Context: an optimization exercise on an open-source flow, tuned for small area, a short achievable clock period and few clock cycles. The choices shown serve that exercise and are no tape-out recipe. RTL that was checked went through simulation tests only; none was proved equivalent to the original. Power and IR drop assume default switching activity.

==> maple <==
==> flow/design.v <==
module c2b_rx (
    input  wire       clk,
    input  wire       rst,           
    input  wire       rx_valid,
    input  wire [8:0] rx_word,
    output wire       rx_ready,
    output wire       out_valid,
    output wire [7:0] out_data,
    output wire       out_sof,
    output wire       out_eof,
    output wire       err_crc,
    output wire       err_overrun
);
    localparam integer K  = 10;           
    localparam integer D  = 26;           
    localparam integer R  = K * D;        
    localparam integer IW = 4;            
    localparam integer PW = 5;            
    function [15:0] crc_byte;
        input [15:0] crc;
        input [7:0]  b;
        integer i;
        reg [15:0] c;
        begin
            c = crc ^ {b, 8'h00};
            for (i = 0; i < 8; i = i + 1)
                c = c[15] ? ((c << 1) ^ 16'h1021) : (c << 1);
            crc_byte = c;
        end
    endfunction
    reg  [7:0]   ring [0:R-1];
    reg  [K-1:0] wen;            
    reg  [7:0]   pw;             
    genvar gi;
    generate
        for (gi = 0; gi < R; gi = gi + 1) begin : g_ring
            if ((gi % D) == 1) begin : g_tap
                always @(posedge clk)
                    ring[gi] <= wen[gi / D] ? pw : ring[gi - 1];
            end else begin : g_pass
                always @(posedge clk)
                    ring[gi] <= ring[(gi + R - 1) % R];
            end
        end
    endgenerate
    reg        rst_q;
    reg        ready_r;
    reg        ovr_r, crc_r;     
    reg        open;             
    reg  [1:0] hcnt;             
    reg  [8:0] rem;              
    reg        nl;               
    reg        r2;               
    reg        pv;               
    reg        k_t;              
    reg        k_c;              
    reg        k_g;              
    reg        k_bad;            
    reg        k_m;              
    reg        k_d;              
    reg [15:0] crc;              
    reg        at;               
    reg        ac;               
    reg        fire;             
    reg [IW-1:0] ti, ci, hi;     
    reg [PW-1:0] tp, cp, hp;     
    reg  [8:0] occ;              
    reg  [8:0] avail;            
    reg        sp, sp2;          
    reg        ov_r, sof_r, eof_r;
    reg  [7:0] od_r;
    reg  [1:0] ohdr;             
    reg  [8:0] orem;             
    wire alT    = (tp == 0);
    wire alC    = (cp == 0);
    wire alH    = (hp == 0);
    wire t_end  = (tp == D - 1);
    wire c_end  = (cp == D - 1);
    wire h_end  = (hp == D - 1);
    wire commit = at & k_g & ~k_bad;
    wire rewind = at & k_g &  k_bad;
    wire adv    = at & ~rewind;          
    wire hold   = pv & ~(at | ac);
    function [IW+PW-1:0] pinc;
        input [IW-1:0] i;
        input [PW-1:0] p;
        begin
            if (p == D - 1)
                pinc = {(i == K - 1) ? {IW{1'b0}} : i + 1'b1, {PW{1'b0}}};
            else
                pinc = {i, p + 1'b1};
        end
    endfunction
    wire [IW+PW-1:0] t_inc = pinc(ti, tp);
    wire [IW+PW-1:0] c_inc = pinc(ci, cp);
    wire [IW+PW-1:0] h_inc = pinc(hi, hp);
    wire [IW+PW-1:0] n_t = adv ? {ti, tp} : rewind ? c_inc : ac ? {ci, cp} : t_inc;
    wire [IW+PW-1:0] n_c = commit ? {ti, tp} : c_inc;
    wire [IW+PW-1:0] n_h = fire ? {hi, hp} : h_inc;
    wire n_alT = adv ? alT : rewind ? c_end : ac ? alC : t_end;
    wire n_alC = commit ? alT : c_end;
    wire n_alH = fire ? alH : h_end;
    wire [8:0] occ_p = occ + 9'd1;
    wire [8:0] occ_m = occ - 9'd1;
    wire [8:0] av_p  = avail + 9'd1;
    wire [8:0] av_m  = avail - 9'd1;
    wire [8:0] n_occ = adv    ? (fire ? occ   : occ_p) :
                       ac     ? (fire ? avail : av_p)  :
                       rewind ? (fire ? av_m  : avail) :
                                (fire ? occ_m : occ);
    wire [8:0] n_avail = commit ? (fire ? occ : occ_p) : (fire ? av_m : avail);
    wire n_sp = (at | ac) ? sp2 : sp;
    wire acc_i  = rx_valid & ~rst_q & ~hold;
    wire acc    = acc_i & ~rst;
    wire mk     = rx_word[8];
    wire [7:0] b = rx_word[7:0];
    wire ovr    = ~mk & ~open;
    wire lo_ok  = (b == crc[7:0]) & (pw == crc[15:8]);
    wire n_pv   = (acc_i & ~ovr) | hold;
    wire n_kt   = acc_i ? ~(mk & open) : k_t;
    wire n_kc   = acc_i ?  (mk & open) : k_c;
    wire n_at   = n_pv & n_kt & n_alT & n_sp;
    wire n_ac   = n_pv & n_kc & n_alC & n_sp;
    integer k;
    always @(posedge clk) begin
        rst_q   <= rst;
        ready_r <= ~rst & (rst_q | ~n_pv | n_at | n_ac);
        ovr_r   <= acc & ovr;
        crc_r   <= acc & ~mk & nl & ~lo_ok;
        if (acc_i) begin
            pw    <= b;
            k_m   <= mk;
            k_c   <= mk & open;
            k_t   <= ~(mk & open);
            k_g   <= ~mk & nl;
            k_bad <= ~lo_ok;
            k_d   <= ~mk & ~r2 & ~nl;
            if (mk) begin
                open <= 1'b1; hcnt <= 2'd1; nl <= 1'b0; r2 <= 1'b0;
            end else if (open) begin
                if (nl) begin
                    open <= 1'b0; nl <= 1'b0;
                end else if (hcnt == 2'd1) begin
                    hcnt <= 2'd2;
                end else if (hcnt == 2'd2) begin
                    hcnt <= 2'd3;
                    rem  <= {1'b0, b} + 9'd2;
                    r2   <= (b == 8'd0);
                end else begin
                    rem  <= rem - 9'd1;
                    nl   <= r2;
                    r2   <= (rem == 9'd3);
                end
            end
        end
        if ((at | ac) & (k_m | k_d))
            crc <= crc_byte(crc & {16{~k_m}}, pw);
        for (k = 0; k < K; k = k + 1)
            if (hi == k) od_r <= ring[k * D];
        sof_r <= fire & (ohdr == 2'd0);
        eof_r <= fire & (ohdr == 2'd3) & (orem == 9'd1);
        ov_r  <= fire & ~rst & ~rst_q;
        if (fire) begin
            if (ohdr == 2'd2) begin
                for (k = 0; k < K; k = k + 1)
                    if (hi == k) orem <= {1'b0, ring[k * D]} + 9'd2;
            end else begin
                orem <= orem - 9'd1;
            end
        end
        if (rst_q) begin
            pv    <= 1'b0;
            at    <= 1'b0;
            ac    <= 1'b0;
            wen   <= {K{1'b0}};
            fire  <= 1'b0;
            open  <= 1'b0;
            nl    <= 1'b0;
            r2    <= 1'b0;
            hcnt  <= 2'd0;
            ti <= 0; tp <= 0; ci <= 0; cp <= 0; hi <= 0; hp <= 0;
            occ   <= 9'd0;
            avail <= 9'd0;
            sp    <= 1'b1;
            sp2   <= 1'b1;
            ohdr  <= 2'd0;
        end else begin
            pv    <= n_pv;
            at    <= n_at;
            ac    <= n_ac;
            for (k = 0; k < K; k = k + 1)
                wen[k] <= (n_at & (n_t[IW+PW-1:PW] == k)) | (n_ac & (n_c[IW+PW-1:PW] == k));
            fire  <= (n_avail != 9'd0) & n_alH;
            {ti, tp} <= n_t;
            {ci, cp} <= n_c;
            {hi, hp} <= n_h;
            occ   <= n_occ;
            avail <= n_avail;
            sp    <= (n_occ <= R - 1);
            sp2   <= (n_occ <= R - 2);
            if (fire & ((ohdr != 2'd3) | (orem == 9'd1)))
                ohdr <= ohdr + 2'd1;
        end
    end
    assign rx_ready    = ready_r;
    assign out_valid   = ov_r;
    assign out_data    = od_r;
    assign out_sof     = sof_r;
    assign out_eof     = eof_r;
    assign err_overrun = ovr_r;
    assign err_crc     = crc_r;
endmodule
==> flow/flow/run.sh <==
#!/bin/bash
# Standard layout (the standard.sh: ORFS synthesis through finish), with
# the port buffers made of plain buffers instead of the delay cells that
# buffer_ports picks by default, and timing repair aimed 6 ns below the
# clock period.
set -euo pipefail
export BUFFER_PORTS_ARGS="-buffer_cell sky130_fd_sc_hd__buf_4"
export SETUP_SLACK_MARGIN=6
bash standard.sh > standard.log 2>&1
==> flow/standard.sh <==
#!/bin/bash
# synth_recipe.tcl (not shown) runs the flow's synth.tcl, then flattens the netlist and writes it again
# the make line also repeats each setting of config.mk as NAME=value (left out here)
make -C /OpenROAD-flow-scripts/flow DESIGN_CONFIG=/design/flow/config.mk WORK_HOME=/design/flow/orfs CLKGATE_MAP_FILE= SYNTH_SCRIPT=/design/flow/synth_recipe.tcl "${@:-finish}"
==> flow/config.mk <==
export PLATFORM = sky130hd
export DESIGN_NAME = c2b_rx
export DESIGN_NICKNAME = c2b_rx
export VERILOG_FILES = /design/flow/design.v
export SDC_FILE = /design/flow/constraint.sdc
export NUM_CORES = 4
export LEC_CHECK = 0
export CAP_MARGIN = 20
export CORE_MARGIN = 2
export CORE_UTILIZATION = 65
export CTS_CLUSTER_DIAMETER = 60
export CTS_CLUSTER_SIZE = 28
export PLACE_DENSITY = 0.75
export SLEW_MARGIN = 20
==> flow/constraint.sdc <==
create_clock -name core_clock -period 9.0 [get_ports {clk}]
set_input_delay 1.8000 -clock core_clock [delete_from_list [all_inputs] [get_ports {clk}]]
set_output_delay 1.8000 -clock core_clock [all_outputs]
set_load 0.01 [all_outputs]
==> inputs of raven, as changes to maple <==
==> flow/design.v, changed modules only <==
module c2b_rx (
    input  wire       clk,
    input  wire       rst,           
    input  wire       rx_valid,
    input  wire [8:0] rx_word,
    output wire       rx_ready,
    output wire       out_valid,
    output wire [7:0] out_data,
    output wire       out_sof,
    output wire       out_eof,
    output wire       err_crc,
    output wire       err_overrun
);
    localparam integer K  = 13;           
    localparam integer D  = 20;           
    localparam integer R  = K * D;        
    localparam integer IW = 4;            
    localparam integer PW = 5;            
    function [15:0] crc_byte;
        input [15:0] crc;
        input [7:0]  b;
        integer i;
        reg [15:0] c;
        begin
            c = crc ^ {b, 8'h00};
            for (i = 0; i < 8; i = i + 1)
                c = c[15] ? ((c << 1) ^ 16'h1021) : (c << 1);
            crc_byte = c;
        end
    endfunction
    reg  [7:0]   ring [0:R-1];
    wire [K-1:0] wen;            
    reg  [7:0]   pw;             
    genvar gi;
    generate
        for (gi = 0; gi < R; gi = gi + 1) begin : g_ring
            if ((gi % D) == 1) begin : g_tap
                always @(posedge clk)
                    ring[gi] <= wen[gi / D] ? pw : ring[gi - 1];
            end else begin : g_pass
                always @(posedge clk)
                    ring[gi] <= ring[(gi + R - 1) % R];
            end
        end
    endgenerate
    reg        rst_q;
    reg        ready_r;
    reg        ovr_r, crc_r;     
    reg        open;             
    reg  [1:0] hcnt;             
    reg  [8:0] rem;              
    reg        nl;               
    reg        r2;               
    reg        pv;               
    reg        k_t;              
    reg        k_c;              
    reg        k_g;              
    reg        k_bad;            
    reg        k_m;              
    reg        k_d;              
    reg [15:0] crc;              
    reg        at;               
    reg        ac;               
    reg        fire;             
    reg [IW-1:0] ti, ci, hi;     
    reg [PW-1:0] tp, cp, hp;     
    reg  [8:0] occ;              
    reg  [8:0] avail;            
    reg        sp, sp2;          
    reg        ov_r, sof_r, eof_r;
    reg  [7:0] od_r;
    reg  [1:0] ohdr;             
    reg  [8:0] orem;             
    wire alT    = (tp == 0);
    wire alC    = (cp == 0);
    wire alH    = (hp == 0);
    wire t_end  = (tp == D - 1);
    wire c_end  = (cp == D - 1);
    wire h_end  = (hp == D - 1);
    wire commit = at & k_g & ~k_bad;
    wire rewind = at & k_g &  k_bad;
    wire adv    = at & ~rewind;          
    wire hold   = pv & ~(at | ac);
    generate
        for (gi = 0; gi < K; gi = gi + 1) begin : g_wen
            assign wen[gi] = (at & (ti == gi)) | (ac & (ci == gi));
        end
    endgenerate
    function [IW+PW-1:0] pinc;
        input [IW-1:0] i;
        input [PW-1:0] p;
        begin
            if (p == D - 1)
                pinc = {(i == K - 1) ? {IW{1'b0}} : i + 1'b1, {PW{1'b0}}};
            else
                pinc = {i, p + 1'b1};
        end
    endfunction
    wire [IW+PW-1:0] t_inc = pinc(ti, tp);
    wire [IW+PW-1:0] c_inc = pinc(ci, cp);
    wire [IW+PW-1:0] h_inc = pinc(hi, hp);
    wire [IW+PW-1:0] n_t = adv ? {ti, tp} : rewind ? c_inc : ac ? {ci, cp} : t_inc;
    wire [IW+PW-1:0] n_c = commit ? {ti, tp} : c_inc;
    wire [IW+PW-1:0] n_h = fire ? {hi, hp} : h_inc;
    wire n_alT = adv ? alT : rewind ? c_end : ac ? alC : t_end;
    wire n_alC = commit ? alT : c_end;
    wire n_alH = fire ? alH : h_end;
    wire [8:0] occ_p = occ + 9'd1;
    wire [8:0] occ_m = occ - 9'd1;
    wire [8:0] av_p  = avail + 9'd1;
    wire [8:0] av_m  = avail - 9'd1;
    wire [8:0] n_occ = adv    ? (fire ? occ   : occ_p) :
                       ac     ? (fire ? avail : av_p)  :
                       rewind ? (fire ? av_m  : avail) :
                                (fire ? occ_m : occ);
    wire [8:0] n_avail = commit ? (fire ? occ : occ_p) : (fire ? av_m : avail);
    wire n_sp = (at | ac) ? sp2 : sp;
    wire acc_i  = rx_valid & ~rst_q & ~hold;
    wire acc    = acc_i & ~rst;
    wire mk     = rx_word[8];
    wire [7:0] b = rx_word[7:0];
    wire ovr    = ~mk & ~open;
    wire lo_ok  = (b == crc[7:0]) & (pw == crc[15:8]);
    wire n_pv   = (acc_i & ~ovr) | hold;
    wire n_kt   = acc_i ? ~(mk & open) : k_t;
    wire n_kc   = acc_i ?  (mk & open) : k_c;
    wire n_at   = n_pv & n_kt & n_alT & n_sp;
    wire n_ac   = n_pv & n_kc & n_alC & n_sp;
    integer k;
    reg [7:0] tap_rd;
    always @(*) begin
        tap_rd = 8'd0;
        for (k = 0; k < K; k = k + 1)
            tap_rd = tap_rd | (ring[k * D] & {8{hi == k}});
    end
    always @(posedge clk) begin
        rst_q   <= rst;
        ready_r <= ~rst & (rst_q | ~n_pv | n_at | n_ac);
        ovr_r   <= acc & ovr;
        crc_r   <= acc & ~mk & nl & ~lo_ok;
        if (acc_i) begin
            pw    <= b;
            k_m   <= mk;
            k_c   <= mk & open;
            k_t   <= ~(mk & open);
            k_g   <= ~mk & nl;
            k_bad <= ~lo_ok;
            k_d   <= ~mk & ~r2 & ~nl;
            if (mk) begin
                open <= 1'b1; hcnt <= 2'd1; nl <= 1'b0; r2 <= 1'b0;
            end else if (open) begin
                if (nl) begin
                    open <= 1'b0; nl <= 1'b0;
                end else if (hcnt == 2'd1) begin
                    hcnt <= 2'd2;
                end else if (hcnt == 2'd2) begin
                    hcnt <= 2'd3;
                    rem  <= {1'b0, b};
                    r2   <= (b == 8'd0);
                end else begin
                    rem  <= rem - 9'd1;
                    nl   <= r2;
                    r2   <= (rem == 9'd1);
                end
            end
        end
        if ((at | ac) & (k_m | k_d))
            crc <= crc_byte(crc & {16{~k_m}}, pw);
        od_r  <= tap_rd;
        sof_r <= fire & (ohdr == 2'd0);
        eof_r <= fire & (ohdr == 2'd3) & (&orem);
        ov_r  <= fire & ~rst & ~rst_q;
        if (fire) begin
            if (ohdr == 2'd2) begin
                orem <= {1'b0, tap_rd};
            end else begin
                orem <= orem - 9'd1;
            end
        end
        if (rst_q) begin
            pv    <= 1'b0;
            at    <= 1'b0;
            ac    <= 1'b0;
            fire  <= 1'b0;
            open  <= 1'b0;
            nl    <= 1'b0;
            r2    <= 1'b0;
            hcnt  <= 2'd0;
            ti <= 0; tp <= 0; ci <= 0; cp <= 0; hi <= 0; hp <= 0;
            occ   <= 9'd0;
            avail <= 9'd0;
            sp    <= 1'b1;
            sp2   <= 1'b1;
            ohdr  <= 2'd0;
        end else begin
            pv    <= n_pv;
            at    <= n_at;
            ac    <= n_ac;
            fire  <= (n_avail != 9'd0) & n_alH;
            {ti, tp} <= n_t;
            {ci, cp} <= n_c;
            {hi, hp} <= n_h;
            occ   <= n_occ;
            avail <= n_avail;
            sp    <= (n_occ <= R - 1);
            sp2   <= (n_occ <= R - 2);
            if (fire & ((ohdr != 2'd3) | (&orem)))
                ohdr <= ohdr + 2'd1;
        end
    end
    assign rx_ready    = ready_r;
    assign out_valid   = ov_r;
    assign out_data    = od_r;
    assign out_sof     = sof_r;
    assign out_eof     = eof_r;
    assign err_overrun = ovr_r;
    assign err_crc     = crc_r;
endmodule
==> flow/flow/run.sh (replaced) <==
#!/bin/bash
# Standard layout (the standard.sh: ORFS synthesis through finish), with
# the port buffers made of plain buffers instead of the delay cells that
# buffer_ports picks by default, timing repair aimed 6.3 ns below the clock
# period, and clock tree synthesis without dummy loads.
set -euo pipefail
export BUFFER_PORTS_ARGS="-buffer_cell sky130_fd_sc_hd__buf_4"
export SETUP_SLACK_MARGIN=6.3
export CTS_ARGS="-sink_clustering_enable -repair_clock_nets -sink_clustering_size 28 -sink_clustering_max_diameter 60 -dont_use_dummy_load"
bash standard.sh > standard.log 2>&1
==> comparison table <==
Status: raven timing/DRC/antenna clean; maple timing/DRC/antenna clean
ClkCell Share: raven 4.57%; maple 5.88%
Worst IR Drop VDD: raven 0.250 mV; maple 0.261 mV
Clock sink total: raven 2201; maple 2211
Worst path max stage delay: raven 370 ps; maple 470 ps
Worst setup path start: raven od_r[4]$_DFF_P_; maple od_r[2]$_DFFE_PP_
RR Endpoint: raven ring[141][5]$_DFF_P_; maple orem[6]$_DFFE_PP_
Fraction of area in registers: raven 81.4%; maple 80.3%
Sequential Power Share: raven 67.4%; maple 64.3%
Wire length after detailed routing: raven 78500 um; maple 84800 um
Worst hold endpoint: raven ring[23][3]$_DFF_P_; maple ring[133][2]$_DFF_P_
Share of the core filled with cells in the final layout: raven 70.8%; maple 71.8%
Nonclk inv count: raven 38; maple 35
Synthesized-area fraction occupied by ao, oa, aoi and oai cells: raven 2.92%; maple 2.87%
Portion of netlist area occupied by mux cells: raven 2.99%; maple 2.24%
Area of the mapped netlist: raven 50800 um^2; maple 51200 um^2
Power dissipated in sequential cells: raven 0.00979 W; maple 0.00984 W
Power Density: raven 265 nW/um^2; maple 274 nW/um^2
Part of the Yosys area used for sequential elements: raven 87.7%; maple 87.4%
Die X-Extent: raven 283 um; maple 285 um
Power spent charging and discharging nets: raven 0.00274 W; maple 0.00312 W
Initial antenna violation count: raven 0; maple 8
R2R cell count: raven 5; maple 7
Buffering overhead: raven 0.729%; maple 0.498%
Aggregate global-route resource usage: raven 19.6%; maple 21.1%
Area used by multi-input combinational logic: raven 5840 um^2; maple 5990 um^2
Testbench counts of raven, summed over its fixed seeds: cycles 65,954.
The RTL of maple was laid out without a check of its function.

-- re-timing with driven ports --
No port has a modelled driver above. Below, the same layouts with a new extraction and two added sets of constraints.
Step 1: set_driving_cell puts a clkbuf_16 on clk and a buf_2 on each other input, an assumption about the parent block.
Step 2 times the ports against the registers' clock, not the clock port: input delays grow and output delays shrink by t, the midpoint of the rising clock arrivals with the driver on.
a / b / c = ideal ports / drivers / drivers and shift; a / b = the first two.
| run | t, ns | setup WS [ns] | worst setup path after step 2 | clock arrival spread, ns |
|---|---|---|---|---|
| maple | 0.742 | 5.885 / 5.819 / 5.533 | input to register | 0.072 / 0.072 |
| raven | 0.714 | 6.034 / 5.970 / 5.720 | input to register | 0.112 / 0.113 |
After both steps setup and hold are still met in every run listed. The setup slack of maple, which loses most, moves by -0.066 ns with the drivers and by -0.352 ns with both steps.
